Source: an optimization exercise on an open RTL-to-GDS flow (aim: small area, a short achievable clock period and few clock cycles). Production flows keep margins and buffers that such runs may drop.
Where RTL was checked, it was by simulation tests only, not by an equivalence proof against the original.
For runs 1 and 8, only the layout was checked, not whether the RTL still works.
Power and IR drop assume default switching activity.

### flow/design.v
module alpide_decoder (
    input  wire        clk,
    input  wire        rst,
    input  wire        in_valid,
    output wire        in_ready,
    input  wire [1:0]  in_kind,
    input  wire [7:0]  in_data,
    output wire        out_valid,
    input  wire        out_ready,
    output wire        out_is_result,
    output wire [3:0]  hit_chip,
    output wire [5:0]  hit_region,
    output wire [9:0]  hit_dcol,
    output wire [10:0] hit_addr,
    output wire [3:0]  hit_flag,
    output wire        hit_prev_stuck,
    output wire [9:0]  hit_row,
    output wire [10:0] hit_col,
    output wire [2:0]  res_code,
    output wire        res_corrupt,
    output wire [2:0]  res_cause,
    output wire [15:0] res_pc,
    output wire [7:0]  res_byte,
    output wire [1:0]  res_remain,
    output wire [3:0]  st_chip,
    output wire [5:0]  st_region,
    output wire [3:0]  st_flags,
    output wire        st_new_event,
    output wire [3:0]  st_word_kind
);
    localparam [3:0] CHIP_ID_NONE = 4'd15;
    localparam [5:0] REGION_NONE  = 6'd32;
    localparam [3:0] K_IDLE     = 4'd0;
    localparam [3:0] K_BUSYON   = 4'd1;
    localparam [3:0] K_BUSYOFF  = 4'd2;
    localparam [3:0] K_EMPTY    = 4'd3;
    localparam [3:0] K_CHIPHDR  = 4'd4;
    localparam [3:0] K_CHIPTRL  = 4'd5;
    localparam [3:0] K_REGION   = 4'd6;
    localparam [3:0] K_DSHORT   = 4'd7;
    localparam [3:0] K_DLONG    = 4'd8;
    localparam [3:0] K_UNKNOWN  = 4'd9;
    localparam [2:0] R_SUCCESS    = 3'd0;
    localparam [2:0] R_FRAMING    = 3'd1;
    localparam [2:0] R_UNKNOWN    = 3'd2;
    localparam [2:0] R_INCOMPLETE = 3'd3;
    localparam [2:0] R_NOSTART    = 3'd4;
    localparam [2:0] R_TRUNCATED  = 3'd5;
    localparam [2:0] ST_WORD  = 3'd0;   
    localparam [2:0] ST_SKIP  = 3'd1;   
    localparam [2:0] ST_B2    = 3'd2;   
    localparam [2:0] ST_B3    = 3'd3;   
    localparam [2:0] ST_DRAIN = 3'd4;   
    reg  [2:0]  state;
    reg         in_rdy;
    reg  [3:0]  s_chip;
    reg  [5:0]  s_region;
    reg  [3:0]  s_flags;
    reg         s_new_event;
    reg  [3:0]  s_word_kind;
    reg         l_started;
    reg         l_finished;
    reg  [15:0] pc;           
    reg  [7:0]  w_b0;         
    reg  [7:0]  w_b1;         
    reg         pend;         
    reg         res_wait;     
    reg  [2:0]  r_code;       
    reg         o_valid;
    reg         o_res;
    reg  [3:0]  e_chip;
    reg  [5:0]  e_region;
    reg  [3:0]  e_enc;
    reg  [10:0] o_addr;       
    reg         o_stuck;
    reg  [6:0]  e_map;        
    reg         last_valid;
    reg         corrupt;
    function [3:0] classify;
        input [7:0] b;
        begin
            if (b == 8'hFF)                  classify = K_IDLE;
            else if (b == 8'hF1)             classify = K_BUSYON;
            else if (b == 8'hF0)             classify = K_BUSYOFF;
            else if ((b & 8'hF0) == 8'hA0)   classify = K_CHIPHDR;
            else if ((b & 8'hF0) == 8'hB0)   classify = K_CHIPTRL;
            else if ((b & 8'hF0) == 8'hE0)   classify = K_EMPTY;
            else if ((b & 8'hE0) == 8'hC0)   classify = K_REGION;
            else if ((b & 8'hC0) == 8'h40)   classify = K_DSHORT;
            else if ((b & 8'hC0) == 8'h00)   classify = K_DLONG;
            else                             classify = K_UNKNOWN;
        end
    endfunction
    wire [3:0] kind   = classify(in_data);
    wire       pend_long = pend && !w_b0[6];
    wire in_fire   = in_valid && in_rdy;
    wire out_free  = !o_valid || out_ready;
    wire res_fire  = o_valid && o_res && out_ready;
    wire hit_fire  = o_valid && !o_res && out_ready;
    wire beat_byte = in_fire && (in_kind == 2'd0);
    wire beat_end  = in_fire && (in_kind == 2'd1);
    wire beat_clr  = in_fire && (in_kind == 2'd2);
    wire map_now   = beat_byte && (state == ST_B3);
    wire        map_busy = (e_map != 7'd0);
    wire [9:0]  b_addr   = {w_b0[1:0], w_b1};
    wire [3:0]  b_enc    = w_b0[5:2];
    wire        b_stuck  = last_valid && !s_new_event &&
                           ({s_region, b_enc} == {e_region, e_enc}) &&
                           ({1'b0, b_addr} <= o_addr);
    reg  [2:0]  x_idx;
    always @(*) begin
        casez (e_map)
            7'b??????1: x_idx = 3'd0;
            7'b?????10: x_idx = 3'd1;
            7'b????100: x_idx = 3'd2;
            7'b???1000: x_idx = 3'd3;
            7'b??10000: x_idx = 3'd4;
            7'b?100000: x_idx = 3'd5;
            default:    x_idx = 3'd6;
        endcase
    end
    wire [10:0] x_addr = o_addr + {8'd0, x_idx} + 11'd1;
    reg  [6:0]  x_map;
    always @(*) begin
        case (x_idx)
            3'd0:    x_map = {1'b0, e_map[6:1]};
            3'd1:    x_map = {2'b0, e_map[6:2]};
            3'd2:    x_map = {3'b0, e_map[6:3]};
            3'd3:    x_map = {4'b0, e_map[6:4]};
            3'd4:    x_map = {5'b0, e_map[6:5]};
            3'd5:    x_map = {6'b0, e_map[6]};
            default: x_map = 7'd0;
        endcase
    end
    wire emit_pend  = out_free && pend && (pend_long || !map_busy);
    wire emit_now   = out_free && map_now && !pend && !map_busy;
    wire emit_base  = emit_pend || emit_now;
    wire emit_extra = out_free && !emit_base && map_busy && !(pend && pend_long);
    wire res_ready  = !pend && !map_busy && !emit_base && !emit_extra;
    wire emit_res   = out_free && res_ready && (res_wait || beat_end);
    wire [3:0]  o_flag = o_stuck       ? 4'd5 :
                         o_addr[10]    ? 4'd4 :
                         e_region[5]   ? 4'd3 :
                         (e_chip == CHIP_ID_NONE) ? 4'd1 : 4'd0;
    reg  [2:0]  state_n;
    reg         pend_n;
    reg  [6:0]  e_map_n;
    reg         o_valid_n;
    reg         o_res_n;
    reg         res_wait_n;
    always @(*) begin
        state_n = state;
        if (res_fire)
            state_n = ST_WORD;
        else if (beat_byte) begin
            case (state)
                ST_WORD: begin
                    case (kind)
                        K_UNKNOWN: state_n = ST_DRAIN;
                        K_EMPTY, K_CHIPHDR: state_n = ST_SKIP;
                        K_CHIPTRL: if (!l_started || l_finished) state_n = ST_DRAIN;
                        K_REGION:  if (!l_started) state_n = ST_DRAIN;
                        K_DSHORT, K_DLONG:
                                   state_n = l_started ? ST_B2 : ST_DRAIN;
                        default: ;
                    endcase
                end
                ST_SKIP: state_n = ST_WORD;
                ST_B2:   state_n = w_b0[6] ? ST_WORD : ST_B3;
                ST_B3:   state_n = ST_WORD;
                default: ;
            endcase
        end
        pend_n = pend;
        if (emit_pend) pend_n = 1'b0;
        if (beat_byte && state == ST_B2 && w_b0[6]) pend_n = 1'b1;
        if (map_now && !emit_now) pend_n = 1'b1;
        e_map_n = e_map;
        if (emit_extra) e_map_n = x_map;
        if (map_now)    e_map_n = in_data[6:0];
        o_valid_n = o_valid && !out_ready;
        o_res_n   = o_res;
        if (emit_base || emit_extra) begin
            o_valid_n = 1'b1; o_res_n = 1'b0;
        end
        if (emit_res) begin
            o_valid_n = 1'b1; o_res_n = 1'b1;
        end
        res_wait_n = (res_wait || beat_end) && !emit_res;
    end
    wire rdy_n = !res_wait_n && !(o_valid_n && o_res_n) &&
                 !(pend_n && (o_valid_n || (w_b0[6] && e_map_n != 7'd0))) &&
                 !(state_n == ST_B3 && e_map_n != 7'd0);
    reg [1:0] pc_inc;
    always @(*) begin
        case (state)
            ST_WORD: pc_inc = 2'd1;
            ST_B3:   pc_inc = 2'd3;
            default: pc_inc = 2'd2;
        endcase
    end
    wire pc_step = beat_byte &&
                   ((state == ST_WORD && state_n == ST_WORD) ||
                    state == ST_SKIP || state == ST_B3 ||
                    (state == ST_B2 && w_b0[6]));
    always @(posedge clk) begin
        if (rst) begin
            state       <= ST_WORD;
            in_rdy      <= 1'b1;
            s_chip      <= CHIP_ID_NONE;
            s_region    <= REGION_NONE;
            s_flags     <= 4'd0;
            s_new_event <= 1'b1;
            l_started   <= 1'b0;
            l_finished  <= 1'b0;
            pc          <= 16'd0;
            pend        <= 1'b0;
            res_wait    <= 1'b0;
            o_valid     <= 1'b0;
            o_res       <= 1'b0;
            e_map       <= 7'd0;
            last_valid  <= 1'b0;
            corrupt     <= 1'b0;
        end else begin
            state     <= state_n;
            in_rdy    <= rdy_n;
            pend      <= pend_n;
            e_map     <= e_map_n;
            o_valid   <= o_valid_n;
            o_res     <= o_res_n;
            res_wait  <= res_wait_n;
            if (pc_step)
                pc <= pc + {14'd0, pc_inc};
            if (emit_base) begin
                e_chip      <= s_chip;
                e_region    <= s_region;
                e_enc       <= b_enc;
                o_addr      <= {1'b0, b_addr};
                o_stuck     <= b_stuck;
                last_valid  <= 1'b1;
                s_new_event <= 1'b0;
            end
            if (emit_extra) begin
                o_addr  <= x_addr;
                o_stuck <= 1'b0;
            end
            if (hit_fire && o_flag != 4'd0)
                corrupt <= 1'b1;
            if (res_fire) begin
                l_started  <= 1'b0;
                l_finished <= 1'b0;
                s_region   <= REGION_NONE;
                s_chip     <= CHIP_ID_NONE;
                s_flags    <= 4'd0;
                pc         <= 16'd0;
                corrupt    <= 1'b0;
            end
            if (beat_clr)
                last_valid <= 1'b0;
            if (beat_end) begin
                if (state == ST_B2 || state == ST_B3)
                    r_code <= R_TRUNCATED;
                else if (state != ST_DRAIN) begin
                    if (l_started && !l_finished) r_code <= R_INCOMPLETE;
                    else if (!l_started)          r_code <= R_NOSTART;
                    else                          r_code <= R_SUCCESS;
                end
            end
            if (beat_byte) begin
                case (state)
                    ST_WORD: begin
                        s_word_kind <= kind;
                        w_b0        <= in_data;
                        case (kind)
                            K_UNKNOWN: r_code <= R_UNKNOWN;
                            K_EMPTY: begin
                                l_started  <= 1'b1;
                                l_finished <= 1'b1;
                                s_chip     <= in_data[3:0];
                            end
                            K_CHIPHDR: begin
                                l_started   <= 1'b1;
                                l_finished  <= 1'b0;
                                s_new_event <= 1'b1;
                                s_chip      <= in_data[3:0];
                            end
                            K_CHIPTRL: begin
                                if (!l_started || l_finished)
                                    r_code <= R_FRAMING;
                                else begin
                                    s_flags    <= in_data[3:0];
                                    l_finished <= 1'b1;
                                    s_chip     <= CHIP_ID_NONE;
                                end
                            end
                            K_REGION: begin
                                if (!l_started)
                                    r_code <= R_FRAMING;
                                else begin
                                    s_region    <= {1'b0, in_data[4:0]};
                                    s_new_event <= 1'b0;
                                end
                            end
                            K_DSHORT, K_DLONG:
                                if (!l_started) r_code <= R_FRAMING;
                            default: ;
                        endcase
                    end
                    ST_B2: w_b1 <= in_data;
                    default: ;
                endcase
            end
        end
    end
    assign in_ready       = in_rdy;
    assign out_valid      = o_valid;
    assign out_is_result  = o_res;
    assign hit_chip       = e_chip;
    assign hit_region     = e_region;
    assign hit_dcol       = {e_region, e_enc};
    assign hit_addr       = o_addr;
    assign hit_flag       = o_flag;
    assign hit_prev_stuck = o_stuck;
    assign hit_row        = {o_addr[10:2], ~o_addr[0]};
    assign hit_col        = {e_region, e_enc, o_addr[1] ^ o_addr[0]};
    assign res_code       = r_code;
    assign res_corrupt    = corrupt;
    assign res_cause      = {!w_b0[7], w_b0[7] & (w_b0[6] | l_started),
                             w_b0[7] & (w_b0[6] | !l_started)};
    assign res_pc         = pc;
    assign res_byte       = w_b0;
    assign res_remain     = (state == ST_B3) ? 2'd2 : 2'd1;
    assign st_chip        = s_chip;
    assign st_region      = s_region;
    assign st_flags       = s_flags;
    assign st_new_event   = s_new_event;
    assign st_word_kind   = s_word_kind;
endmodule
### flow/constraint.sdc
create_clock -name core_clock -period 8.0 [get_ports {clk}]
set_input_delay 1.6000 -clock core_clock [delete_from_list [all_inputs] [get_ports {clk}]]
set_output_delay 1.6000 -clock core_clock [all_outputs]
set_load 0.01 [all_outputs]
### flow/config.mk
export PLATFORM = sky130hd
export DESIGN_NAME = alpide_decoder
export DESIGN_NICKNAME = alpide_decoder
export VERILOG_FILES = /design/flow/design.v
export SDC_FILE = /design/flow/constraint.sdc
export NUM_CORES = 4
export LEC_CHECK = 0
export ABC_CLOCK_PERIOD_IN_PS = 2500
export CAP_MARGIN = 20
export CORE_MARGIN = 2
export CORE_UTILIZATION = 40
export CTS_BUF_LIST = sky130_fd_sc_hd__clkbuf_4 sky130_fd_sc_hd__clkbuf_8
export CTS_CLUSTER_DIAMETER = 100
export CTS_CLUSTER_SIZE = 40
export SETUP_SLACK_MARGIN = 5
export SLEW_MARGIN = 20
### flow/standard.sh
#!/bin/bash
# synth_recipe.tcl (not shown) runs the flow's synth.tcl, then flattens the netlist and writes it again
# the make line also repeats each setting of config.mk as NAME=value (left out here)
make -C /OpenROAD-flow-scripts/flow DESIGN_CONFIG=/design/flow/config.mk WORK_HOME=/design/flow/orfs CLKGATE_MAP_FILE= SYNTH_SCRIPT=/design/flow/synth_recipe.tcl "${@:-finish}"
### flow/flow/run.sh
#!/bin/bash
# Standard ORFS layout (the standard.sh, unchanged synthesis), except that
# the port buffers that global placement inserts use the small buf_1 cell.
set -euo pipefail
export BUFFER_PORTS_ARGS="-buffer_cell sky130_fd_sc_hd__buf_1"
bash standard.sh > standard.log 2>&1
==> impl_results.md, run 1 <==
- Met1 Wirelength: 6728 µm
- Share of cells above drive strength 1: 18.46%
- Area grow syn2layout: 22.89%
- EDFF count, synth: 49
- Antenna diodes: 0
- Cell Area, Placed: 0.005996 mm²
- Yosys top cell by area: edfxtp_1
- Yosys top cell area share: 26.71%
- LEAKAGE: 2.466 nW
- Worst-skew pair later-pin latency: 380 ps
- Max cap viols: 0
- Pin count of the biggest net entering global routing: 29
- Hold EP: e_chip[1]
- CP startpoint kind: primary input
- Cell Area, Synth: 0.005509 mm²
- GP Congestion: 0.8339
- R2r endpoint: in_rdy
- Final setup viols: 0
- Syn Area/Cell: 9.369 µm²
- Clk root buf: clkbuf_8
- Worst Reg2Reg Path Length in Cells: 9
- Drt drc: 0
- Final instance area: 0.006770 mm²
- Yosys warnings: 1
- Seq pwr share: 58.8%
- First-pass DRT Iterations: 6
- Htree depth: 3
- Post-synthesis simple-gate area fraction: 21.46%
- FMAX: 304.8 MHz
- Initial antenna violation count: 0
- Synth Area in Compound Gates: 15.08%
- Die width: 121.4 µm
- # hold bufs at CTS: 0
- Pins Over Slew Limit: 0
- Psw: 0.0002264 W
- Core Box Area: 0.01335 mm²
- Reg clk slew, reported paths: 100 ps
- Max Used Layer: met4
- Fin nets: 742
- DP HPWL: 10200 µm
- TritonCTS clock tree: yes
- Final Hold Viols: 0
- Setup TNS: 0 ps
- DR vias: 4786
- Post-synth net total: 620
- Fraction of synthesized area in multiplexers: 1.454%
- Clk_skew: 15.29 ps
- WP data required: 8310 ps
- Most common cell after layout, fill and taps aside: buf_1
- Final hold slack: 497.3 ps
- First-pass GRT wire length: 22450 µm
- Remaining global-route overflow: 0
- Vias in the first global route: 4300
- Boundary Pins: 126
- Status: complete, no violations
- Wire length on met3: 792 µm
- Most frequent cells in the layout: buf_1, edfxtp_1, nand2_1
- Port bufs: 124
- Yosys cell types: 77
- Slew HR: 63.32%
- Internal power: 0.0006901 W
- Power share of the clock group: 33.4%
- Worst setup EP type: register
- RSZ-0062 raised after global routing: yes
- Arrival @ worst endpoint: 3590 ps
- Min cycle time layout: 3281 ps
- Worst hold path depth: 0
- CTS buffer count: 9
- Met2 routed WL: 6931 µm
- Post-synthesis sequential area ratio: 44.88%
- Async SR Flop Fraction: 0%
- DRT iter0 DRCs: 282
- Setup Crit Path Kind: primary input to register
- Die height: 121.4 µm
- Site Rows: 42
- FF+latch count, synth: 99
- Initial Util: 41.27%
- Via/cell ratio: 5.371
- Switching Share: 24.70%
- Full die area: 0.01473 mm²
- Power Density: 135.4 mW/mm²
- Final WL: 14720 µm
- Main synth FF type: dfxtp_1
- Largest family of logic cells by synthesized area: simple AND/OR/NAND/NOR gates
- Bufs on Longest Clock Path: 2
- Final ANT Viol Nets: 0
- Synth Area in XOR/XNOR: 4.610%
- Post-Syn Instances: 588
- CTS Sinks: 99
- Ranking of synthesized cells by area: edfxtp_1, dfxtp_1, buf_4
- Flop2flop setup slack: 5140 ps
- Hold_sp: s_chip[1]
- Least-Margin Pin Slew: 550.2 ps
- Period utilization: 41.01%
- Worst r2r src: e_map[2]
- Worst vdd ir: 0.06534 mV
- Synth Area in Adders: 4.361%
- Global Route Usage Sum: 19.51%
- WL/cell: 16.52 µm
- Hold Path Class: register to register
- Combinational power share: 7.8%
- Max Fanout on Critical Path: 4
==> metrics by stage <==
step,utilization (%),power [W],setup slack [ps],instances
5_1_grt,50.72,0.0009496,4631,891
2_1_floorplan,-,0.0005887,4431,588
3_5_place_dp,44.92,0.0006085,3657,836
3_3_place_gp,44.92,0.0006073,3748,836
4_1_cts,48.79,0.0009166,4651,875
6_report,50.72,0.0009164,4719,891
==> Yosys cell counts, types with 17 or more instances <==
cell	n
dfxtp_1	50
inv_1	28
clkbuf_1	22
edfxtp_1	49
nand3_1	21
o21ai_0	36
nor2_1	44
buf_4	28
xor2_1	18
nand2_1	48
nor3_1	17
a21oi_1	35
==> registers in the layout (all words and copies together) (netlist names), 3 cells and up <==
signal	cells
s_region	6
r_code	3
s_word_kind	4
e_region	6
e_map	7
s_flags	4
o_addr	11
pc	16
s_chip	4
e_chip	4
e_enc	4
w_b0	8
state	3
w_b1	8
==> worst max-delay path, cell delays in order <==
cell      delay [ps]
buf_12           100
or3_4            400
a311oi_4         320
o31ai_4          140
o22ai_4          130
and3_4           260
buf_6            110
nand3_2           60
or3_1            320
a21oi_1          140
==> timing repair <==
| item | 4_1_cts | 5_1_grt |
|---|---|---|
| buffers inserted | 22 | 16 |
| endpoints found under the setup margin | 65 | 36 |
| resized for setup | 56 | 32 |
| cloned | 1 | 0 |
| pin swaps | 19 | 14 |
==> layout make-up <==
class | count | area (µm²)
Clock inverter | 4 | 26.28
Inverter | 31 | 116.4
Clock buffer | 12 | 152.6
Sequential cell | 99 | 2492
Tap cell | 176 | 220.2
Timing Repair Buffer | 165 | 882.1
Multi-Input combinational cell | 404 | 2880
Fill cell | 1276 | 6578
==> cell families after synthesis <==
group,Yosys count
adders and majority gates,18
and+or+nand+nor,222
other,1
AOI/OAI and AO/OA,125
DFF,99
muxes,8
xor gates and xnor gates,29
buffers and inverters,86
==> power groups by stage <==
| stage | clock network (W) | registers (W) | logic, W |
|---|---|---|---|
| detailed placement | 0 | 0.000551 | 0.0000571 |
| global route | 0.000332 | 0.000540 | 0.0000776 |
| floorplan | 0 | 0.000552 | 0.0000370 |
| finish | 0.000306 | 0.000539 | 0.0000717 |
| CTS | 0.000312 | 0.000539 | 0.0000655 |
| global placement | 0 | 0.000551 | 0.0000560 |
==> layer usage <==
layer  global-route usage (%)  vias to the layer above
met5                        0                        -
li1                         -                     2324
met4                    7.040                        0
met3                    3.383                       20
met1                    26.70                     2264
met2                    31.04                      178
==> how the worst max path moves through the flow <==
stage / endpoint / start
after detailed placement: pc[12] / in_data[4]
after global routing: pc[8] / in_data[1]
after CTS: pc[15] / out_ready
after floorplan: pc[14] / in_data[1]
final: pc[15] / in_data[2]
after global placement: pc[14] / in_data[4]
==> run 2, diff against run 1 <==
--- a/flow/design.v
+++ b/flow/design.v
@@ -63,2 +63,3 @@
     reg  [15:0] pc;           
+    reg         pc_fresh;     
     reg  [7:0]  w_b0;         
@@ -190,17 +191,10 @@
     end
+    wire [6:0] e_map_x = emit_extra ? x_map : e_map;
+    wire       b3_n    = (state == ST_B2 && beat_byte && !w_b0[6]) ||
+                         (state == ST_B3 && !map_now && !res_fire);
     wire rdy_n = !res_wait_n && !(o_valid_n && o_res_n) &&
-                 !(pend_n && (o_valid_n || (w_b0[6] && e_map_n != 7'd0))) &&
-                 !(state_n == ST_B3 && e_map_n != 7'd0);
-    reg [1:0] pc_inc;
-    always @(*) begin
-        case (state)
-            ST_WORD: pc_inc = 2'd1;
-            ST_B3:   pc_inc = 2'd3;
-            default: pc_inc = 2'd2;
-        endcase
-    end
-    wire pc_step = beat_byte &&
-                   ((state == ST_WORD && state_n == ST_WORD) ||
-                    state == ST_SKIP || state == ST_B3 ||
-                    (state == ST_B2 && w_b0[6]));
+                 !(pend_n && (o_valid_n || (w_b0[6] && e_map_x != 7'd0))) &&
+                 !(b3_n && e_map_x != 7'd0);
+    wire [1:0] w_len = w_b0[7] ? ((w_b0[5:4] == 2'b10) ? 2'd2 : 2'd1)
+                               : (w_b0[6] ? 2'd2 : 2'd3);
     always @(posedge clk) begin
@@ -215,3 +209,3 @@
             l_finished  <= 1'b0;
-            pc          <= 16'd0;
+            pc_fresh    <= 1'b1;
             pend        <= 1'b0;
@@ -231,4 +225,6 @@
             res_wait  <= res_wait_n;
-            if (pc_step)
-                pc <= pc + {14'd0, pc_inc};
+            if (beat_byte && state == ST_WORD) begin
+                pc       <= pc_fresh ? 16'd0 : pc + {14'd0, w_len};
+                pc_fresh <= 1'b0;
+            end
             if (emit_base) begin
@@ -254,3 +250,3 @@
                 s_flags    <= 4'd0;
-                pc         <= 16'd0;
+                pc_fresh   <= 1'b1;
                 corrupt    <= 1'b0;
--- a/flow/config.mk
+++ b/flow/config.mk
@@ -7,3 +7,2 @@
 export LEC_CHECK = 0
-export ABC_CLOCK_PERIOD_IN_PS = 2500
 export CAP_MARGIN = 20
==> impl_results.md, run 2 <==
- Worst setup EP type: register
- Async SR Flop Fraction: 0%
- Drt drc: 0
- Worst-skew pair later-pin latency: 380 ps
- WP data required: 8290 ps
- CP max-delay cell: a311oi_2
- Seq pwr share: 56.9%
- Status: complete, no violations
- Switching Share: 23.90%
- LEAKAGE: 2.131 nW
- Internal power: 0.0007522 W
- DR vias: 4429
- Flop2flop setup slack: 5270 ps
- Final WL: 13490 µm
- Initial Util: 41.04%
- First-pass GRT wire length: 20870 µm
- Clk_skew: 13.15 ps
- Met3 usage: 2.972%
- Arrival @ worst endpoint: 3290 ps
- EDFF count, synth: 65
- Clk root buf: clkbuf_8
- Vias in the first global route: 4086
- Post-synthesis sequential area ratio: 48.61%
- Min cycle time layout: 3000 ps
- First-pass DRT Iterations: 5
- FMAX: 333.4 MHz
- Final hold slack: 502.5 ps
- Power Density: 157.6 mW/mm²
- Global Route Usage Sum: 18.37%
- Yosys top cell area share: 35.77%
- Htree depth: 3
- Initial antenna violation count: 0
- Most common cell in the netlist: edfxtp_1
- Final instance area: 0.006272 mm²
- Full die area: 0.01459 mm²
- Pins Over Slew Limit: 0
- # hold bufs at CTS: 0
- Yosys warnings: 1
- Most frequent cells in the layout: buf_1, edfxtp_1, nand2_1
- Via/cell ratio: 5.254
- Syn Area/Cell: 9.506 µm²
- Ranking of synthesized cells by area: edfxtp_1, dfxtp_1, nand2_1
- Placed Instances: 818
- Final Hold Viols: 0
- Hold Path Class: register to register
- Layout Cells excl Fill: 843
- Die height: 120.8 µm
- Setup Crit Path Kind: primary input to register
- Most common cell after layout, fill and taps aside: buf_1
- Yosys top cell by area: edfxtp_1
- Psw: 0.0002362 W
- Met2 usage: 29.41%
- Combinational power share: 6.0%
- Main synth FF type: edfxtp_1
- Max FFs per register: 16
- Remaining global-route overflow: 0
- FF+latch count, synth: 100
- Post-Syn Instances: 574
- Power share of the clock group: 37.0%
- Cell Area, Placed: 0.005868 mm²
- Share of cells above drive strength 1: 9.595%
- CP max stage delay: 340 ps
- Post-synth net total: 605
- Met1 Use GR: 24.95%
- Crit path cell chain: buf_1, nor2b_1, a21oi_4, a21boi_0, a311oi_2, a41oi_1, a211oi_1
- Setup TNS: 0 ps
- Total power: 0.0009884 W
- DRT iter0 DRCs: 421
- Top reg by flops: pc
- CP startpoint kind: primary input
- TritonCTS clock tree: yes
- Reg clk slew, reported paths: 110 ps
- Least-Margin Pin Slew: 768.5 ps
- Boundary Pins: 126
- GRT busiest layer: met2
- WL/cell: 16.00 µm
- Port bufs: 124
- Fillers: 1272
- Site Rows: 42
- Core Box Area: 0.01330 mm²
- CTS Sinks: 100
- GP Congestion: 0.9511
- Slew HR: 48.76%
- DP HPWL: 9650 µm
- Cell Area, Synth: 0.005456 mm²
- Biggest regs: pc x16, o_addr x11
- Bufs on Longest Clock Path: 2
- CTS buffer count: 9
- RSZ-0062 raised after global routing: yes
- Area grow syn2layout: 14.95%
- Antenna diodes: 0
- Yosys cell types: 61
- Fin nets: 693
- Max Fanout on Critical Path: 9
- Synth top cells by count: edfxtp_1, nand2_1, nor2_1
- Period utilization: 37.50%
- Pin count of the biggest net entering global routing: 31
- Worst vdd ir: 0.09842 mV
- Final setup viols: 0
- Final ANT Viol Nets: 0
- Max cap viols: 0
- Die width: 120.8 µm
-- run 2: layout make-up --
type,count,area [µm²],share of cell area [%]
Clock inverter,7,101.3,1.616
Tap cell,176,220.2,3.511
Multi-Input combinational cell,391,2491,39.72
Inverter,25,93.84,1.496
Clock buffer,9,123.9,1.975
Sequential cell,100,2658,42.37
Timing Repair Buffer,135,584.3,9.316
-- run 2: power by group through the flow --
stage	Combinational, W	Sequential (W)	Clock, W
CTS	0.0000587	0.000563	0.000370
global placement	0.0000551	0.000574	0
floorplan	0.0000371	0.000573	0
detailed placement	0.0000562	0.000575	0
finish	0.0000594	0.000563	0.000366
global route	0.0000658	0.000564	0.000389
-- run 2: final timing paths --
check	from	end	cells past startpoint
worst max-delay path	out_ready	in_rdy	7
worst min-delay path	s_flags[1]	s_flags[1]	2
worst min register to register	s_flags[1]	s_flags[1]	2
worst max register to register	e_map[0]	o_addr[8]	10
-- run 2: what timing repair did --
item / CTS / global route
endpoints found under the hold margin: 0 / 0
buffers inserted: 6 / 3
setup endpoints to repair: 87 / 43
pin swaps: 1 / 2
gates cloned: 0 / 0
gates resized for setup: 10 / 14
-- run 2: critical path: cells and delay by family --
kind	cells	cell delay, ps
and+or+nand+nor	1	160
buffers and inverters	1	220
AOI/OAI and AO/OA	5	1310
-- run 2: cell families (layout without fill, tap and decap cells) --
kind of cell | Yosys count | count (layout) | synth area share [%]
multiplexers | 1 | 1 | 0.1835
adder cells (fa/ha/maj) | 17 | 17 | 4.173
AO/OA/AOI/OAI | 116 | 116 | 13.12
flip-flops | 100 | 100 | 48.61
other | 1 | 1 | 0.06873
AND/OR/NAND/NOR | 222 | 222 | 20.57
buffers and inverters | 83 | 176 | 7.819
XOR/XNOR | 34 | 34 | 5.457
-- run 2: layer usage --
layer / part of all wire (%) / vias up
li1: - / 2188
met1: 46 / 2079
met2: 47 / 141
met5: 0 / -
met4: 2.1 / 0
met3: 4.8 / 21
-- run 2: through the flow --
step | utilization, % | setup WS, ps
floorplan | - | 4842
global placement | 44.14 | 4450
detailed placement | 44.14 | 4351
CTS | 46.57 | 5010
global route | 47.18 | 4924
finish | 47.18 | 5000
Testbench counts of run 2, summed over its fixed seeds: cycles 102,851.
==> run 3, diff against run 2 <==
==> flow/flow/run.sh (replaced) <==
#!/bin/bash
# Standard ORFS layout (the standard.sh, unchanged synthesis), except that
# the port buffers that global placement inserts use the small buf_1 cell and
# the timing repair aims at a tighter setup margin.
set -euo pipefail
MARGIN=$(cat flow/margin.txt)
bash standard.sh "BUFFER_PORTS_ARGS=-buffer_cell sky130_fd_sc_hd__buf_1" "SETUP_SLACK_MARGIN=$MARGIN" finish > standard.log 2>&1
==> flow/flow/margin.txt (new file) <==
5.6
--- a/flow/config.mk
+++ b/flow/config.mk
@@ -13,3 +13,2 @@
 export CTS_CLUSTER_SIZE = 40
-export SETUP_SLACK_MARGIN = 5
 export SLEW_MARGIN = 20
==> impl_results.md, run 3 <==
- Min cycle time layout: 2928 ps
- Worst Setup EP: e_region[1]
- Fin nets: 839
- Period utilization: 36.60%
- CP startpoint kind: primary input
- Port bufs: 124
- Worst Reg2Reg Path Length in Cells: 12
- EDFF count, synth: 65
- Max Fanout on Critical Path: 7
- First-pass DRT Iterations: 5
- Switching Share: 25.64%
- Met2 routed WL: 8239 µm
- Max cap viols: 0
- Setup TNS: 0 ps
- GP Congestion: 0.8694
- Worst hold path depth: 2
- Slew HR: 56.37%
- Main synth FF type: edfxtp_1
- Cell Area, Synth: 0.005456 mm²
- Full die area: 0.01459 mm²
- FMAX: 341.6 MHz
- DR vias: 5358
- Fillers: 1069
- Power Density: 120.6 mW/mm²
- Psw: 0.0002577 W
- Site Rows: 42
- Via/cell ratio: 5.418
- Ranking of synthesized cells by area: edfxtp_1, dfxtp_1, nand2_1
- Die width: 120.8 µm
- R2r endpoint: pc[14]
- Area grow syn2layout: 52.69%
- Max Used Layer: met4
- Arrival @ worst endpoint: 3040 ps
- DP HPWL: 9715 µm
- LEAKAGE: 3.333 nW
- Drt drc: 0
- Most common cell in the netlist: edfxtp_1
- Most common cell after layout, fill and taps aside: buf_4
- TritonCTS clock tree: yes
- Post-synth net total: 605
- Hold_sp: last_valid
- Most frequent cells in the layout: buf_4, edfxtp_1, buf_6
- Least-Margin Pin Slew: 653.5 ps
- Final WL: 17050 µm
- Worst r2r src: w_b0[4]
- Bufs on Longest Clock Path: 2
- Yosys top cell area share: 35.77%
- First-pass GRT wire length: 24540 µm
- Final ANT Viol Nets: 0
- Cell Area, Placed: 0.005946 mm²
- Flop2flop setup slack: 5530 ps
- Share of cells above drive strength 1: 49.57%
- Setup crit start: in_kind[1]
- Antenna diodes: 0
- Core Box Area: 0.01330 mm²
- Htree depth: 3
- FF+latch count, synth: 100
- Internal power: 0.0007474 W
- Status: complete, no violations
- Pins Over Slew Limit: 0
- CTS Sinks: 100
- Syn Area/Cell: 9.506 µm²
- Worst vdd ir: 0.1245 mV
- Hold Path Class: register to register
- Pin count of the biggest net entering global routing: 31
- Seq pwr share: 55.3%
- Reg clk slew, reported paths: 110 ps
- Yosys warnings: 1
- Top reg by flops: pc
- Power share of the clock group: 34.6%
- CTS buffer count: 9
- RSZ-0062 raised after global routing: yes
- WL/cell: 17.23 µm
- Die height: 120.8 µm
- Synth top cells by count: edfxtp_1, nand2_1, nor2_1
- Post-synthesis sequential area ratio: 48.61%
- Initial Util: 41.04%
- Combinational power share: 10.1%
- DRT iter0 DRCs: 565
- Clk root buf: clkbuf_8
- Yosys top cell by area: edfxtp_1
- Worst-skew pair later-pin latency: 390 ps
- Met1 Wirelength: 7443 µm
- Boundary Pins: 126
- Final instance area: 0.008332 mm²
- Async SR Flop Fraction: 0%
- Max FFs per register: 16
- Yosys cell types: 61
- Clk_skew: 12.80 ps
- Vias in the first global route: 4758
- Post-Syn Instances: 574
- Final setup viols: 0
- Worst setup EP type: register
- Setup Crit Path Kind: primary input to register
- Biggest regs: pc x16, o_addr x11
- Wire length on met3: 1003 µm
- Final Hold Viols: 0
- Initial antenna violation count: 0
- Global Route Usage Sum: 21.70%
- Remaining global-route overflow: 0
- WP data required: 8110 ps
[run 3: cell counts after synthesis]
Identical to the previous run, type by type.
[run 3: power by group through the flow]
stage | combinational [W] | sequential (W) | clock [W]
6_report | 0.000101 | 0.000556 | 0.000348
3_3_place_gp | 0.0000567 | 0.000574 | 0
2_1_floorplan | 0.0000403 | 0.000573 | 0
5_1_grt | 0.000109 | 0.000557 | 0.000372
4_1_cts | 0.0000870 | 0.000556 | 0.000355
3_5_place_dp | 0.0000574 | 0.000575 | 0
[run 3: worst min path at each step]
stage / slack (ps) / endpoint
2_1_floorplan: 420 / last_valid
3_3_place_gp: 470 / e_chip[2]
4_1_cts: 500 / last_valid
3_5_place_dp: 470 / e_chip[0]
6_report: 520 / last_valid
5_1_grt: 530 / e_enc[0]
[run 3: per-layer routing]
layer  vias to the layer above  track usage, %
met5                         -               0
met4                         0           6.105
met3                        40           3.821
met2                       240           35.66
met1                      2589           29.45
li1                       2489               -
[run 3: repair_timing]
action                                 in CTS  in global routing
buffers inserted                          104                 47
gates cloned                                3                  1
endpoints found under the hold margin       0                  0
pin swaps                                  42                 32
gates resized for setup                   196                124
hold buffers                                0                  0
setup endpoints to repair                 226                233
[run 3: layout make-up]
class | instances | area, µm² | share of cell area [%]
multi-input cells | 392 | 2877 | 34.52
clock inverters | 7 | 80.08 | 0.9611
flip-flops and latches | 100 | 2724 | 32.69
inverters | 25 | 97.59 | 1.171
well taps | 176 | 220.2 | 2.643
clock buffers | 9 | 123.9 | 1.487
repair buffers | 280 | 2210 | 26.52
[run 3: metrics by stage]
step / utilization (%) / hold slack [ps] / setup slack (ps) / power [W] / instances
global placement: 44.72 / 473.3 / 4413 / 0.0006309 / 818
floorplan: - / 420.9 / 4843 / 0.0006130 / 574
global route: 62.67 / 534.7 / 5044 / 0.001038 / 989
finish: 62.67 / 520.1 / 5072 / 0.001005 / 989
detailed placement: 44.72 / 474.1 / 4351 / 0.0006319 / 818
CTS: 57.37 / 504.2 / 5123 / 0.0009976 / 941
[run 3: kinds of logic (layout without fill, tap and decap cells)]
group	Yosys count	in the layout	share of synthesized area, %
adders and majority gates	17	17	4.173
DFF	100	100	48.61
xor gates and xnor gates	34	34	5.457
muxes	1	1	0.1835
other	1	1	0.06873
AOI/OAI and AO/OA	116	116	13.12
buffers and inverters	83	321	7.819
and+or+nand+nor	222	223	20.57
[run 3: critical path, stage by stage]
cell       delay, ps
buf_8            100
nand4bb_4        270
buf_6            160
or2_4            240
o21ai_2          170
nand2_2          130
nor2_4           220
buf_12           160
==> run 4, diff against run 3 <==
==> flow/flow/margin.txt (replaced) <==
4.8
==> impl_results.md, run 4 <==
- Status: complete, no violations
- Syn Area/Cell: 9.506 µm²
- Worst vdd ir: 0.09091 mV
- Worst setup EP type: register
- Max FFs per register: 16
- EDFF count, synth: 65
- Final Hold Viols: 0
- Die height: 120.8 µm
- Yosys top cell by area: edfxtp_1
- CP startpoint kind: primary input
- Period utilization: 38.58%
- Yosys warnings: 1
- Top reg by flops: pc
- Final setup viols: 0
- LEAKAGE: 2.056 nW
- DP HPWL: 9592 µm
- Area grow syn2layout: 12.06%
- Core Box Area: 0.01330 mm²
- FMAX: 324.0 MHz
- Min cycle time layout: 3086 ps
- Port bufs: 124
- Final WL: 13160 µm
- Global Route Usage Sum: 18.06%
- Remaining global-route overflow: 0
- Site Rows: 42
- Setup TNS: 0 ps
- Slew HR: 44.81%
- Post-Syn Instances: 574
- Post-synthesis sequential area ratio: 48.61%
- Pins Over Slew Limit: 0
- Main synth FF type: edfxtp_1
- Vias in the first global route: 3994
- CTS Sinks: 100
- FF+latch count, synth: 100
- # hold bufs at CTS: 0
- Antenna diodes: 0
- Pin count of the biggest net entering global routing: 31
- DR vias: 4424
- Synth top cells by count: edfxtp_1, nand2_1, nor2_1
- Fin nets: 686
- Die width: 120.8 µm
- Initial Util: 41.04%
- Drt drc: 0
- Setup Crit Path Kind: primary input to register
- First-pass DRT Iterations: 7
- Cell Area, Synth: 0.005456 mm²
- WP data required: 8140 ps
- Final hold slack: 492.7 ps
- Full die area: 0.01459 mm²
- Worst-skew pair later-pin latency: 370 ps
- TritonCTS clock tree: yes
- Most common cell after layout, fill and taps aside: buf_1
- First-pass GRT wire length: 20730 µm
- Boundary Pins: 126
- Via/cell ratio: 5.292
- Yosys top cell area share: 35.77%
- Clk_skew: 12.07 ps
- Least-Margin Pin Slew: 827.9 ps
- Most frequent cells in the layout: buf_1, edfxtp_1, nand2_1
- CTS buffer count: 9
- Ranking of synthesized cells by area: edfxtp_1, dfxtp_1, nand2_1
- Initial antenna violation count: 0
- Share of cells above drive strength 1: 6.061%
- Hold Path Class: register to register
- Clk root buf: clkbuf_8
- Bufs on Longest Clock Path: 2
- Arrival @ worst endpoint: 3220 ps
- Post-synth net total: 605
- Yosys cell types: 61
- Max Fanout on Critical Path: 9
- Biggest regs: pc x16, o_addr x11
- Reg clk slew, reported paths: 100 ps
- Final ANT Viol Nets: 0
- Power Density: 155.8 mW/mm²
- WL/cell: 15.74 µm
- Most common cell in the netlist: edfxtp_1
- RSZ-0062 raised after global routing: no
- Async SR Flop Fraction: 0%
- DRT iter0 DRCs: 345
- Max cap viols: 0
- GP Congestion: 0.9409
- Htree depth: 3
-- run 4: cell counts after synthesis --
Identical to the previous run, type by type.
-- run 4: logic make-up (layout without fill, tap and decap cells) --
family                     Yosys count  after routing  share of synthesized area, %
muxes                                1              1                        0.1835
other                                1              1                       0.06873
xor gates and xnor gates            34             34                         5.457
DFF                                100            100                         48.61
adders and majority gates           17             17                         4.173
AOI/OAI and AO/OA                  116            116                         13.12
and+or+nand+nor                    222            222                         20.57
buffers and inverters               83            169                         7.819
-- run 4: timing repair --
action                     in CTS  in global routing
setup endpoints to repair      47                 17
gates resized for setup         5                  2
pin swaps                       1                  1
buffers inserted                1                  1
-- run 4: power by group --
part / internal, W / leakage (nW) / switching [W]
combinational: 0.0000192 / 1.08 / 0.0000374
clock: 0.000148 / 0.0968 / 0.000185
sequential: 0.000554 / 0.879 / 0.00000837
total: 0.000722 / 2.06 / 0.000231
-- run 4: per-stage QoR --
stage               utilization [%]   power, W  area, µm²  worst slack, ps  instances
floorplan                         -  0.0006088       5480             4762        574
global placement              43.98  0.0006281       5847             4165        818
detailed placement            43.98  0.0006292       5847             4079        818
CTS                           45.77  0.0009645       6086             4855        835
global route                  45.99  0.0009902       6115             4823        836
finish                        45.99  0.0009527       6115             4914        836
-- run 4: worst max-delay path: stages --
cell and delay, ps:
buf_1 100, nand4bb_2 370, or2_1 360, nand2b_2 290, nor3_4 270, inv_1 80, a21o_1 150
-- run 4: cell type report --
| class | count | area, µm² |
|---|---|---|
| clock buffers | 9 | 123.9 |
| clock inverters | 7 | 80.08 |
| fillers | 1288 | 7181 |
| multi-input cells | 391 | 2421 |
| flip-flops and latches | 100 | 2653 |
| repair buffers | 128 | 523.0 |
| well taps | 176 | 220.2 |
| inverters | 25 | 93.84 |
-- run 4: final timing paths --
path              slack (ps)    endpoint  depth (start not counted)       start
setup reg to reg        5070   o_addr[8]                         10    e_map[0]
setup / recovery        4910   r_code[1]                          7  in_kind[0]
hold reg to reg          490  s_flags[1]                          2  s_flags[1]
hold / removal           490  s_flags[1]                          2  s_flags[1]
-- run 4: per-layer routing --
layer | vias up | global-route usage [%] | part of all wire, %
met2 | 168 | 28.99 | 46
met1 | 2067 | 24.84 | 47
met4 | 0 | 4.506 | 1.3
met5 | - | 0 | 0
li1 | 2173 | - | -
met3 | 16 | 3.915 | 5.6
==> run 5, diff against run 4 <==
==> flow/flow/margin.txt (replaced) <==
5.0
--- a/flow/config.mk
+++ b/flow/config.mk
@@ -7,2 +7,3 @@
 export LEC_CHECK = 0
+export ABC_AREA = 1
 export CAP_MARGIN = 20
==> impl_results.md, run 5 <==
- Min cycle time layout: 2933 ps
- Drt drc: 0
- Cell Area, Synth: 0.005629 mm²
- Ranking of synthesized cells by area: edfxtp_1, dfxtp_1, nand2_1
- Worst vdd ir: 0.06561 mV
- DP HPWL: 11470 µm
- Die height: 122.6 µm
- Boundary Pins: 126
- Worst Slack Setup Final: 5067 ps
- Reg clk slew, reported paths: 90 ps
- Most common cell after layout, fill and taps aside: nand2_1
- Dpl ws: 3918 ps
- Pins Over Slew Limit: 0
- Synth top cells by count: nand2_1, inv_1, nor2_1
- Hold Path Class: register to register
- GP Congestion: 0.9020
- Power Density: 146.0 mW/mm²
- Main synth FF type: edfxtp_1
- Crit path cell chain: a41oi_2, o21ai_2, buf_1
- First-pass DRT Iterations: 5
- Final Hold Viols: 0
- Biggest regs: pc x16, o_addr x11
- Syn Area/Cell: 8.170 µm²
- Global Route Usage Sum: 20.83%
- Worst path bufs/invs: 1
- Die width: 122.6 µm
- Yosys cell types: 40
- Worst r2r src: e_map[2]
- Yosys top cell area share: 34.67%
- LEAKAGE: 2.669 nW
- FMAX: 341.0 MHz
- Setup Crit Path Kind: register to output port
- Async SR Flop Fraction: 0%
- Post-synthesis sequential area ratio: 47.12%
- Placed Instances: 953
- Hold_sp: s_chip[1]
- CTS Sinks: 100
- Bufs on Longest Clock Path: 2
- Share of cells above drive strength 1: 10.36%
- Via/cell ratio: 5.201
- Setup crit start: e_chip[0]
- Status: complete, no violations
- Site Rows: 43
- RSZ-0062 raised after global routing: yes
- Remaining global-route overflow: 0
- Max Fanout on Critical Path: 2
- CP startpoint kind: register
- Register area: 0.002654 mm²
- DRT iter0 DRCs: 340
- Pin count of the biggest net entering global routing: 30
- Worst path top cell family by delay: flip-flops
- Yosys top cell by area: edfxtp_1
- EDFF count, synth: 65
- Layout Cells excl Fill: 991
- Least-Margin Pin Slew: 706.6 ps
- Clk_skew: 17.91 ps
- Period utilization: 36.66%
- CP max-delay cell: edfxtp_1
- Multi-input gate area: 0.002404 mm²
- Max cap viols: 0
- Yosys warnings: 1
- Initial Util: 40.71%
- Arrival @ worst endpoint: 1330 ps
- First-pass GRT wire length: 24060 µm
- Worst setup EP type: output port
- Htree depth: 3
- CP max stage delay: 410 ps
- Antenna diodes: 0
- Post-synth net total: 720
- Port bufs: 124
- Worst-skew pair later-pin latency: 390 ps
- TritonCTS clock tree: yes
- FF+latch count, synth: 100
- Clk root buf: clkbuf_8
- Core Box Area: 0.01383 mm²
- Area grow syn2layout: 16.05%
- Most frequent cells in the layout: nand2_1, buf_1, inv_1
- # hold bufs at CTS: 0
- Top reg by flops: pc
- Setup TNS: 0 ps
- Slew HR: 52.72%
- CTS buffer count: 9
- WL/cell: 15.71 µm
- Post-Syn Instances: 689
- Initial antenna violation count: 0
- DR vias: 5154
- Final WL: 15560 µm
- Max FFs per register: 16
- Most common cell in the netlist: nand2_1
- WP data required: 6400 ps
- Final setup viols: 0
- Vias in the first global route: 4771
- Final ANT Viol Nets: 0
- Fin nets: 837
- Fillers: 1418
- Full die area: 0.01504 mm²
run 5: cell count changes in the layout (fill, tap and decap cells not counted), sizes merged, moves of 7 or more:
| cell | before | now |
|---|---|---|
| o211ai | 4 | 16 |
| xor2 | 16 | 9 |
| o21ai | 30 | 48 |
| nor2b | 11 | 0 |
| nand2b | 9 | 0 |
| nand3 | 29 | 40 |
| buf | 128 | 139 |
| inv | 28 | 109 |
| xnor2 | 18 | 0 |
| nand2 | 57 | 137 |
| nor2 | 51 | 73 |
run 5: layer usage:
| layer | global-route usage [%] | up-vias | routed length, µm |
|---|---|---|---|
| met3 | 3.578 | 24 | 854 |
| met4 | 7.830 | 0 | 310 |
| li1 | - | 2522 | - |
| met5 | 0 | - | 0 |
| met1 | 28.38 | 2411 | 7233 |
| met2 | 33.19 | 197 | 7166 |
run 5: worst reg2reg max path, cell delays in order, from the launching register on:
cell and delay, ps:
dfxtp_1 380, inv_1 140, nand2_1 120, nor2_4 150, a311oi_1 120, ha_1 230, fa_1 420, o21ai_2 240
nand4_1 180, nor3_1 230, nand2_1 100, o21ai_0 150, a21oi_1 60
run 5: power breakdown:
part / switching (W) / total (W) / internal (W)
logic: 0.0000556 / 0.0000786 / 0.0000231
registers: 0.00000827 / 0.000564 / 0.000556
clock network: 0.000185 / 0.000311 / 0.000126
total: 0.000249 / 0.000954 / 0.000705
run 5: logic make-up after synthesis:
logic type	synth area share (%)
other	0.06662
adder cells (fa/ha/maj)	4.045
buffers and inverters	12.09
flip-flops	47.12
AO/OA/AOI/OAI	13.51
XOR/XNOR	1.400
AND/OR/NAND/NOR	21.76
run 5: layout make-up:
cell class                 instances  share of cell area [%]
clock buffer                      11                   2.222
clock inverter                     5                  0.5554
inverter                         110                   6.436
multi-input combinational        440                   36.79
sequential                       100                   40.62
tap                              180                   3.448
timing repair buffer             144                   9.845
timing repair inverter             1                 0.07661
run 5: metrics by stage:
step	utilization, %	hold slack [ps]	instance area [µm²]	power [W]
2_1_floorplan	-	442.0	5657	0.0006227
3_3_place_gp	43.96	465.8	6078	0.0006471
3_5_place_dp	43.96	474.9	6078	0.0006485
4_1_cts	46.00	494.7	6360	0.0009577
5_1_grt	47.24	500.1	6533	0.0009861
6_report	47.24	489.5	6533	0.0009540
run 5: final timing paths:
path / end / slack, ps / cells past startpoint
setup / recovery: hit_flag[0] / 5070 / 3
hold / removal: e_chip[1] / 490 / 0
setup reg to reg: o_addr[10] / 5260 / 12
hold reg to reg: e_chip[1] / 490 / 0
run 5: what timing repair did:
action | CTS | global route
setup endpoints to repair | 83 | 46
buffers inserted | 6 | 14
pin swaps | 1 | 5
gates cloned | 1 | 1
resized for setup | 16 | 17
==> run 6, diff against run 5 <==
--- a/flow/config.mk
+++ b/flow/config.mk
@@ -7,6 +7,5 @@
 export LEC_CHECK = 0
-export ABC_AREA = 1
 export CAP_MARGIN = 20
 export CORE_MARGIN = 2
-export CORE_UTILIZATION = 40
+export CORE_UTILIZATION = 60
 export CTS_BUF_LIST = sky130_fd_sc_hd__clkbuf_4 sky130_fd_sc_hd__clkbuf_8
==> impl_results.md, run 6 <==
- Yosys cell types: 61
- Slew HR: 46.54%
- Max cap viols: 0
- Worst path top cell family by delay: flip-flops
- Min cycle time layout: 2921 ps
- Most common cell in the netlist: edfxtp_1
- Ranking of synthesized cells by area: edfxtp_1, dfxtp_1, nand2_1
- Cell Area, Synth: 0.005456 mm²
- Boundary Pins: 126
- Final WL: 13030 µm
- Clk_skew: 10.58 ps
- Core Box Area: 0.008763 mm²
- Post-Syn Instances: 574
- Least-Margin Pin Slew: 802.0 ps
- Yosys top cell by area: edfxtp_1
- Most frequent cells in the layout: buf_1, edfxtp_1, nand2_1
- Die width: 99.37 µm
- Power Density: 168.4 mW/mm²
- Share of cells above drive strength 1: 8.546%
- CP max stage delay: 510 ps
- Htree depth: 3
- LEAKAGE: 2.158 nW
- Top reg by flops: pc
- Status: complete, no violations
- DR vias: 4530
- Yosys top cell area share: 35.77%
- TritonCTS clock tree: yes
- Syn Area/Cell: 9.506 µm²
- Pin count of the biggest net entering global routing: 31
- Crit path cell chain: nand3b_1, inv_1, buf_1
- Vias in the first global route: 4120
- Die height: 99.37 µm
- FF+latch count, synth: 100
- Final ANT Viol Nets: 0
- First-pass DRT Iterations: 5
- Reg clk slew, reported paths: 100 ps
- Setup Crit Path Kind: register to output port
- WL/cell: 16.82 µm
- Period utilization: 36.51%
- Max FFs per register: 16
- Pins Over Slew Limit: 0
- FMAX: 342.4 MHz
- WP data required: 6400 ps
- Antenna diodes: 0
- Main synth FF type: edfxtp_1
- # hold bufs at CTS: 0
- Final Hold Viols: 0
- Initial antenna violation count: 0
- Async SR Flop Fraction: 0%
- DRT iter0 DRCs: 257
- Arrival @ worst endpoint: 1320 ps
- Setup TNS: 0 ps
- Port bufs: 124
- Remaining global-route overflow: 0
- DP HPWL: 9376 µm
- Post-synthesis sequential area ratio: 48.61%
- Post-synth net total: 605
- Global Route Usage Sum: 26.33%
- EDFF count, synth: 65
- GP Congestion: 0.8553
- First-pass GRT wire length: 20670 µm
- Final setup viols: 0
- Worst path bufs/invs: 2
- Drt drc: 0
- Via/cell ratio: 5.845
- Worst setup EP type: output port
- Max Fanout on Critical Path: 10
- Worst-skew pair later-pin latency: 370 ps
- Area grow syn2layout: 13.67%
- RSZ-0062 raised after global routing: yes
- Full die area: 0.009873 mm²
- Hold Path Class: register to register
- Worst vdd ir: 0.1057 mV
- Initial Util: 62.26%
- CTS Sinks: 100
- Yosys warnings: 1
- CP startpoint kind: register
- Clk root buf: clkbuf_8
- Fin nets: 693
- Bufs on Longest Clock Path: 2
- Biggest regs: pc x16, o_addr x11
- Final hold slack: 477.4 ps
- CP max-delay cell: dfxtp_1
- Site Rows: 34
- CTS buffer count: 9
- Most common cell after layout, fill and taps aside: buf_1
- Synth top cells by count: edfxtp_1, nand2_1, nor2_1
run 6: path summary, 6_finish.rpt:
kind	cells after the start	from	slack (ps)	end
hold reg to reg	2	last_valid	480	last_valid
setup / recovery	3	state[2]	5080	res_remain[1]
setup reg to reg	10	e_map[0]	5180	o_addr[8]
hold / removal	2	last_valid	480	last_valid
run 6: routing by layer:
metal / vias up / wire length, µm / track usage (%)
met5: - / 0 / 0
met4: 0 / 122 / 7.060
met3: 12 / 721 / 3.303
met2: 162 / 6277 / 44.07
met1: 2171 / 5911 / 36.57
li1: 2185 / - / -
run 6: worst register-to-register path, stage by stage, from the launching register on:
cell and delay, ps:
dfxtp_1 470, or2_2 380, nor2_1 180, inv_1 80, fa_1 440, nor2b_1 130
o21ai_0 130, nor3_1 370, nand3_1 150, xnor2_1 150, o21ai_0 90
run 6: cell type report:
| class | instances | area (µm²) |
|---|---|---|
| inverter | 25 | 93.84 |
| tap | 108 | 135.1 |
| clock buffer | 9 | 123.9 |
| clock inverter | 7 | 145.1 |
| fill | 679 | 2561 |
| timing repair buffer | 135 | 578.1 |
| sequential | 100 | 2656 |
| multi-input combinational | 391 | 2470 |
run 6: through the flow:
step / utilization (%) / std cells / worst slack (ps) / instance area, µm² / power [W]
after floorplan: - / 574 / 4842 / 5514 / 0.0006098
after global placement: 65.99 / 750 / 4501 / 5783 / 0.0006276
after detailed placement: 65.99 / 750 / 4426 / 5783 / 0.0006292
after CTS: 70.02 / 772 / 5008 / 6136 / 0.001046
after global routing: 70.77 / 775 / 4935 / 6202 / 0.001077
final: 70.77 / 775 / 5079 / 6202 / 0.001044
run 6: what timing repair did:
item,4_1_cts,5_1_grt
gates resized for setup,6,13
hold endpoints to repair,0,0
setup buffers,6,3
setup endpoints to repair,61,56
pin swaps,2,1
run 6: kinds of logic (layout without fill, tap and decap cells):
group / count (synthesis) / in the layout / synth area share [%]
AND/OR/NAND/NOR: 222 / 222 / 20.57
AO/OA/AOI/OAI: 116 / 116 / 13.12
flip-flops: 100 / 100 / 48.61
buffers and inverters: 83 / 176 / 7.819
XOR/XNOR: 34 / 34 / 5.457
adder cells (fa/ha/maj): 17 / 17 / 4.173
other: 1 / 1 / 0.06873
multiplexers: 1 / 1 / 0.1835
run 6: power by group:
group / switching (W) / internal [W]
sequential: 0.00000794 / 0.000554
clock: 0.000182 / 0.000241
combinational: 0.0000387 / 0.0000201
==> run 7, diff against run 6 <==
--- a/flow/config.mk
+++ b/flow/config.mk
@@ -9,3 +9,3 @@
 export CORE_MARGIN = 2
-export CORE_UTILIZATION = 60
+export CORE_UTILIZATION = 70
 export CTS_BUF_LIST = sky130_fd_sc_hd__clkbuf_4 sky130_fd_sc_hd__clkbuf_8
==> impl_results.md, run 7 <==
- Port bufs: 124
- Worst-skew pair later-pin latency: 370 ps
- Worst vdd ir: 0.09197 mV
- Synth Area in Adders: 4.173%
- Htree depth: 3
- Initial Util: 71.35%
- Fraction of synthesized area in multiplexers: 0.1834%
- Final Hold Viols: 0
- Clk_skew: 13.88 ps
- Most common cell in the netlist: edfxtp_1
- Placed Instances: 744
- CTS Sinks: 100
- Clk root buf: clkbuf_8
- Full die area: 0.008517 mm²
- Drt drc: 0
- Share of cells above drive strength 1: 9.104%
- First-pass DRT Iterations: 5
- Setup Crit Path Kind: primary input to register
- Yosys top cell area share: 35.77%
- Top reg by flops: pc
- CP startpoint kind: primary input
- DRT iter0 DRCs: 402
- Max Fanout on Critical Path: 7
- Vias in the first global route: 4238
- Seq pwr share: 53.8%
- WP data required: 8260 ps
- Core Box Area: 0.007647 mm²
- Antenna diodes: 0
- Final setup viols: 0
- Post-synthesis simple-gate area fraction: 20.57%
- Final WL: 13460 µm
- Synth Area in Compound Gates: 13.12%
- Remaining global-route overflow: 0
- Most frequent cells in the layout: buf_1, edfxtp_1, nand2_1
- Yosys top cell by area: edfxtp_1
- Bufs on Longest Clock Path: 2
- Boundary Pins: 126
- Switching Share: 21.83%
- Min cycle time layout: 2951 ps
- Least-Margin Pin Slew: 812.0 ps
- First-pass GRT wire length: 21080 µm
- Status: complete, no violations
- FF+latch count, synth: 100
- LEAKAGE: 2.162 nW
- Yosys warnings: 1
- Global Route Usage Sum: 31.70%
- Period utilization: 36.89%
- FMAX: 338.8 MHz
- Pins Over Slew Limit: 0
- Cell Area, Synth: 0.005456 mm²
- Setup TNS: 0 ps
- Die width: 92.29 µm
- Slew HR: 45.87%
- Flop2flop setup slack: 5320 ps
- Post-synth net total: 605
- Initial antenna violation count: 0
- Psw: 0.0002279 W
- Post-route core utilization: 81.35%
- Layout Cells excl Fill: 772
- Yosys cell types: 61
- Pin count of the biggest net entering global routing: 31
- Internal power: 0.0008160 W
- Worst setup EP type: register
- Final ANT Viol Nets: 0
- Max FFs per register: 16
- RSZ-0062 raised after global routing: yes
- Register area: 0.002655 mm²
- GP Congestion: 0.8921
- Max cap viols: 0
- Synth top cells by count: edfxtp_1, nand2_1, nor2_1
- Area grow syn2layout: 14.01%
- Hold Path Class: register to register
- TritonCTS clock tree: yes
- Syn Area/Cell: 9.506 µm²
- Site Rows: 32
- Combinational power share: 5.7%
- WL/cell: 17.43 µm
- Die height: 92.29 µm
- Ranking of synthesized cells by area: edfxtp_1, dfxtp_1, nand2_1
- Via/cell ratio: 6.079
- Post-Syn Instances: 574
- CTS buffer count: 9
- Reg clk slew, reported paths: 90 ps
- Power Density: 167.8 mW/mm²
- Synth Area in XOR/XNOR: 5.457%
- Fin nets: 696
- DR vias: 4693
- Multi-input gate area: 0.002476 mm²
- Arrival @ worst endpoint: 3210 ps
- Biggest regs: pc x16, o_addr x11
- Largest family of logic cells by synthesized area: simple AND/OR/NAND/NOR gates
- Main synth FF type: edfxtp_1
- Post-synthesis sequential area ratio: 48.61%
- DP HPWL: 9339 µm
- Most common cell after layout, fill and taps aside: buf_1
- EDFF count, synth: 65
- Fillers: 509
- Power share of the clock group: 40.4%
- Async SR Flop Fraction: 0%
[run 7: cell counts after synthesis]
No cell type changed its count.
[run 7: critical path, cell delays in order]
cell and delay, ps:
buf_1 140, nor2b_1 340, a21oi_4 110, buf_4 160, a311oi_2 320, a41oi_1 210, a211oi_1 320
[run 7: path summary, 6_finish.rpt]
path	startpoint	end	cells past startpoint
worst max register to register	e_map[0]	o_addr[8]	10
worst min-delay path	last_valid	last_valid	2
worst max-delay path	out_ready	in_rdy	7
worst min register to register	last_valid	last_valid	2
[run 7: cell families after synthesis]
kind of cell,count (synthesis)
and+or+nand+nor,222
AOI/OAI and AO/OA,116
DFF,100
buffers and inverters,83
xor gates and xnor gates,34
adders and majority gates,17
other,1
muxes,1
[run 7: final cells by class]
class / count / share of cell area, %
Clock inverter: 7 / 2.333
Timing Repair Buffer: 138 / 9.634
Multi-Input combinational cell: 391 / 39.80
Inverter: 25 / 1.508
Sequential cell: 100 / 42.68
Tap cell: 102 / 2.051
Clock buffer: 9 / 1.991
[run 7: through the flow]
| step | hold slack, ps | power (W) | instance area [µm²] | setup WS [ps] |
|---|---|---|---|---|
| 6_report | 456.3 | 0.001044 | 6221 | 5049 |
| 5_1_grt | 472.9 | 0.001073 | 6221 | 4962 |
| 4_1_cts | 454.2 | 0.001041 | 6116 | 5004 |
| 3_5_place_dp | 441.0 | 0.0006285 | 5776 | 4427 |
| 3_3_place_gp | 442.4 | 0.0006265 | 5776 | 4501 |
| 2_1_floorplan | 420.9 | 0.0006098 | 5514 | 4842 |
[run 7: metal layers]
| layer | GRT usage (%) | up-vias | part of all wire, % |
|---|---|---|---|
| met4 | 11.19 | 0 | 2.4 |
| met1 | 40.94 | 2232 | 41 |
| met2 | 53.62 | 244 | 50 |
| li1 | - | 2185 | - |
| met5 | 0 | - | 0 |
| met3 | 6.428 | 32 | 7.2 |
[run 7: what timing repair did]
item                                    4_1_cts  5_1_grt
setup buffers                                 5        7
hold buffers                                  0        0
endpoints found under the hold margin         0        0
pin swaps                                     3        1
cloned                                        0        0
endpoints found under the setup margin       56       64
resized for setup                             7       10
[run 7: power by group through the flow]
stage | clock network, W | logic (W) | registers (W)
finish | 0.000422 | 0.0000598 | 0.000562
global route | 0.000444 | 0.0000656 | 0.000563
CTS | 0.000423 | 0.0000568 | 0.000561
detailed placement | 0 | 0.0000550 | 0.000574
global placement | 0 | 0.0000533 | 0.000573
floorplan | 0 | 0.0000371 | 0.000573
==> run 8, diff against run 7 <==
--- a/flow/design.v
+++ b/flow/design.v
@@ -109,3 +109,5 @@
                            ({s_region, b_enc} == {e_region, e_enc}) &&
-                           ({1'b0, b_addr} <= o_addr);
+                           b_le;
+    wire [10:0] b_diff   = {1'b0, o_addr[9:0]} - {1'b0, b_addr};
+    wire        b_le     = o_addr[10] | !b_diff[10];
     reg  [2:0]  x_idx;
--- a/flow/config.mk
+++ b/flow/config.mk
@@ -9,3 +9,3 @@
 export CORE_MARGIN = 2
-export CORE_UTILIZATION = 70
+export CORE_UTILIZATION = 40
 export CTS_BUF_LIST = sky130_fd_sc_hd__clkbuf_4 sky130_fd_sc_hd__clkbuf_8
==> impl_results.md, run 8 <==
- Status: complete, no violations
- Largest family of logic cells by synthesized area: simple AND/OR/NAND/NOR gates
- Pin count of the biggest net entering global routing: 32
- Synth Area in XOR/XNOR: 5.696%
- Cell Area, Placed: 0.005827 mm²
- Yosys top cell by area: edfxtp_1
- Final WL: 13870 µm
- Final setup viols: 0
- Post-synthesis simple-gate area fraction: 18.27%
- Remaining global-route overflow: 0
- CTS Sinks: 100
- Pins Over Slew Limit: 0
- LEAKAGE: 2.340 nW
- Most common cell after layout, fill and taps aside: buf_1
- CP startpoint kind: primary input
- Post-synth net total: 596
- Post-synthesis sequential area ratio: 49.29%
- Synth Area in Compound Gates: 14.35%
- Fraction of synthesized area in multiplexers: 0.1860%
- Fin nets: 721
- Arrival @ worst endpoint: 3080 ps
- DP HPWL: 9833 µm
- EDFF count, synth: 65
- Async SR Flop Fraction: 0%
- Clk_skew: 9.518 ps
- Port bufs: 124
- Main synth FF type: edfxtp_1
- WL/cell: 15.92 µm
- Ranking of synthesized cells by area: edfxtp_1, dfxtp_1, nand2_1
- RSZ-0062 raised after global routing: yes
- Most common cell in the netlist: edfxtp_1
- Full die area: 0.01440 mm²
- Total power: 0.0009650 W
- FMAX: 335.3 MHz
- TritonCTS clock tree: yes
- Antenna diodes: 0
- Yosys warnings: 1
- Cell Area, Synth: 0.005381 mm²
- DR vias: 4644
- Final Hold Viols: 0
- GP Congestion: 0.8627
- Via/cell ratio: 5.332
- Vias in the first global route: 4093
- Worst vdd ir: 0.07515 mV
- Initial antenna violation count: 0
- Core Box Area: 0.01319 mm²
- Die height: 120.0 µm
- Most frequent cells in the layout: buf_1, edfxtp_1, nand2_1
- Worst setup EP type: register
- Slew HR: 59.11%
- Min cycle time layout: 2982 ps
- Share of cells above drive strength 1: 15.68%
- Syn Area/Cell: 9.525 µm²
- Period utilization: 37.28%
- Clk root buf: clkbuf_8
- Least-Margin Pin Slew: 612.5 ps
- Final hold slack: 472.8 ps
- Biggest regs: pc x16, o_addr x11
- Drt drc: 0
- Worst-skew pair later-pin latency: 370 ps
- Htree depth: 3
- Final instance area: 0.006581 mm²
- Max cap viols: 0
- Yosys cell types: 56
- First-pass DRT Iterations: 5
- Yosys top cell area share: 36.27%
- Global Route Usage Sum: 18.89%
- Setup TNS: 0 ps
- Hold Path Class: register to register
- Final ANT Viol Nets: 0
- FF+latch count, synth: 100
- Boundary Pins: 126
- Post-route core utilization: 49.90%
- DRT iter0 DRCs: 425
- Site Rows: 42
- Power Density: 146.6 mW/mm²
- Post-Syn Instances: 565
- Synth Area in Adders: 4.232%
- Synth top cells by count: edfxtp_1, nand2_1, nor2_1
- Area grow syn2layout: 22.30%
- Initial Util: 40.80%
- Max FFs per register: 16
- Reg clk slew, reported paths: 90 ps
- First-pass GRT wire length: 21400 µm
- Die width: 120.0 µm
- Top reg by flops: pc
- CTS buffer count: 9
- Bufs on Longest Clock Path: 2
- WP data required: 8100 ps
- Max Fanout on Critical Path: 5
- Setup Crit Path Kind: primary input to register
==> run 8: logic make-up after synthesis <==
kind of cell	count (synthesis)
AOI/OAI and AO/OA	124
xor gates and xnor gates	35
adders and majority gates	17
buffers and inverters	84
DFF	100
muxes	1
other	1
and+or+nand+nor	203
==> run 8: power by group <==
group	switching, W	internal (W)	leakage (nW)
Combinational	0.0000351	0.0000213	1.36
Sequential	0.00000696	0.000551	0.869
Clock	0.000176	0.000175	0.107
Total	0.000218	0.000747	2.34
==> run 8: stage by stage <==
stage	std cells	worst slack, ps
6_report	871	5018
5_1_grt	871	4893
4_1_cts	844	4994
3_3_place_gp	813	4308
2_1_floorplan	565	4495
3_5_place_dp	813	4204
==> run 8: cell type report <==
class                      instances  area [µm²]
fill                            1267        6609
sequential                       100        2673
multi-input combinational        381        2489
timing repair buffer             169       877.1
tap                              176       220.2
clock buffer                       9       123.9
inverter                          29       108.9
clock inverter                     7       90.09
==> run 8: path summary, 6_finish.rpt <==
| path | from | endpoint | slack, ps | cells after the start |
|---|---|---|---|---|
| hold reg to reg | l_finished | l_finished | 470 | 2 |
| setup / recovery | in_kind[0] | r_code[2] | 5020 | 7 |
| hold / removal | l_finished | l_finished | 470 | 2 |
| setup reg to reg | e_map[3] | o_addr[8] | 5050 | 13 |
==> run 8: worst max-delay path: stages <==
cell and delay, ps:
buf_8 90, nand4bb_4 230, or2_4 270, or3_4 370
buf_6 140, a2111oi_4 280, a311oi_1 100
==> run 8: timing repair <==
| action | CTS | global route |
|---|---|---|
| hold buffers | 0 | 0 |
| pin swaps | 12 | 10 |
| gates resized for setup | 34 | 22 |
| setup buffers | 15 | 27 |
| endpoints found under the setup margin | 80 | 67 |
| endpoints found under the hold margin | 0 | 0 |
==> run 8: per-layer routing <==
layer | global-route usage [%] | vias up | wire [µm]
met2 | 29.44 | 190 | 6340
met3 | 3.992 | 12 | 916
met4 | 4.853 | 0 | 148
met5 | 0 | - | 0
met1 | 26.76 | 2212 | 6461
li1 | - | 2230 | -

-- port drivers added, routing unchanged --
The flow's constraints put no driver on any port. The routed layouts listed below were extracted and timed again, unchanged, in two steps. Step 1 assumes that a clkbuf_16 drives the clock port and a buf_2 every other input. Step 2 moves the port delays by t, midway between the first and last clock arrival at a register: inputs arrive t later, outputs are due t later. That takes back most of the time a late clock gives input paths. Slacks: ideal ports / drivers / drivers and shift; pairs: ideal ports / drivers.
run | shift t [ns] | slack for setup (ns) | hold slack, ns
run 1 | 0.408 | 4.719 / 4.694 / 4.286 | 0.497 / 0.497 / 0.497
run 2 | 0.410 | 5.000 / 5.010 / 4.600 | 0.503 / 0.503 / 0.503
run 3 | 0.426 | 5.072 / 5.068 / 4.642 | 0.520 / 0.520 / 0.520
run 4 | 0.404 | 4.914 / 4.884 / 4.520 | 0.493 / 0.493 / 0.493
run 5 | 0.414 | 5.067 / 5.031 / 4.728 | 0.490 / 0.490 / 0.490
run 6 | 0.394 | 5.079 / 5.048 / 4.700 | 0.477 / 0.477 / 0.477
run 7 | 0.399 | 5.049 / 5.053 / 4.662 | 0.456 / 0.456 / 0.456
run 8 | 0.404 | 5.018 / 5.016 / 4.612 | 0.473 / 0.473 / 0.473
After both steps every run listed still meets setup and hold. The setup slack of run 1, which loses most, moves by -0.025 ns with the drivers and by -0.433 ns with both steps.
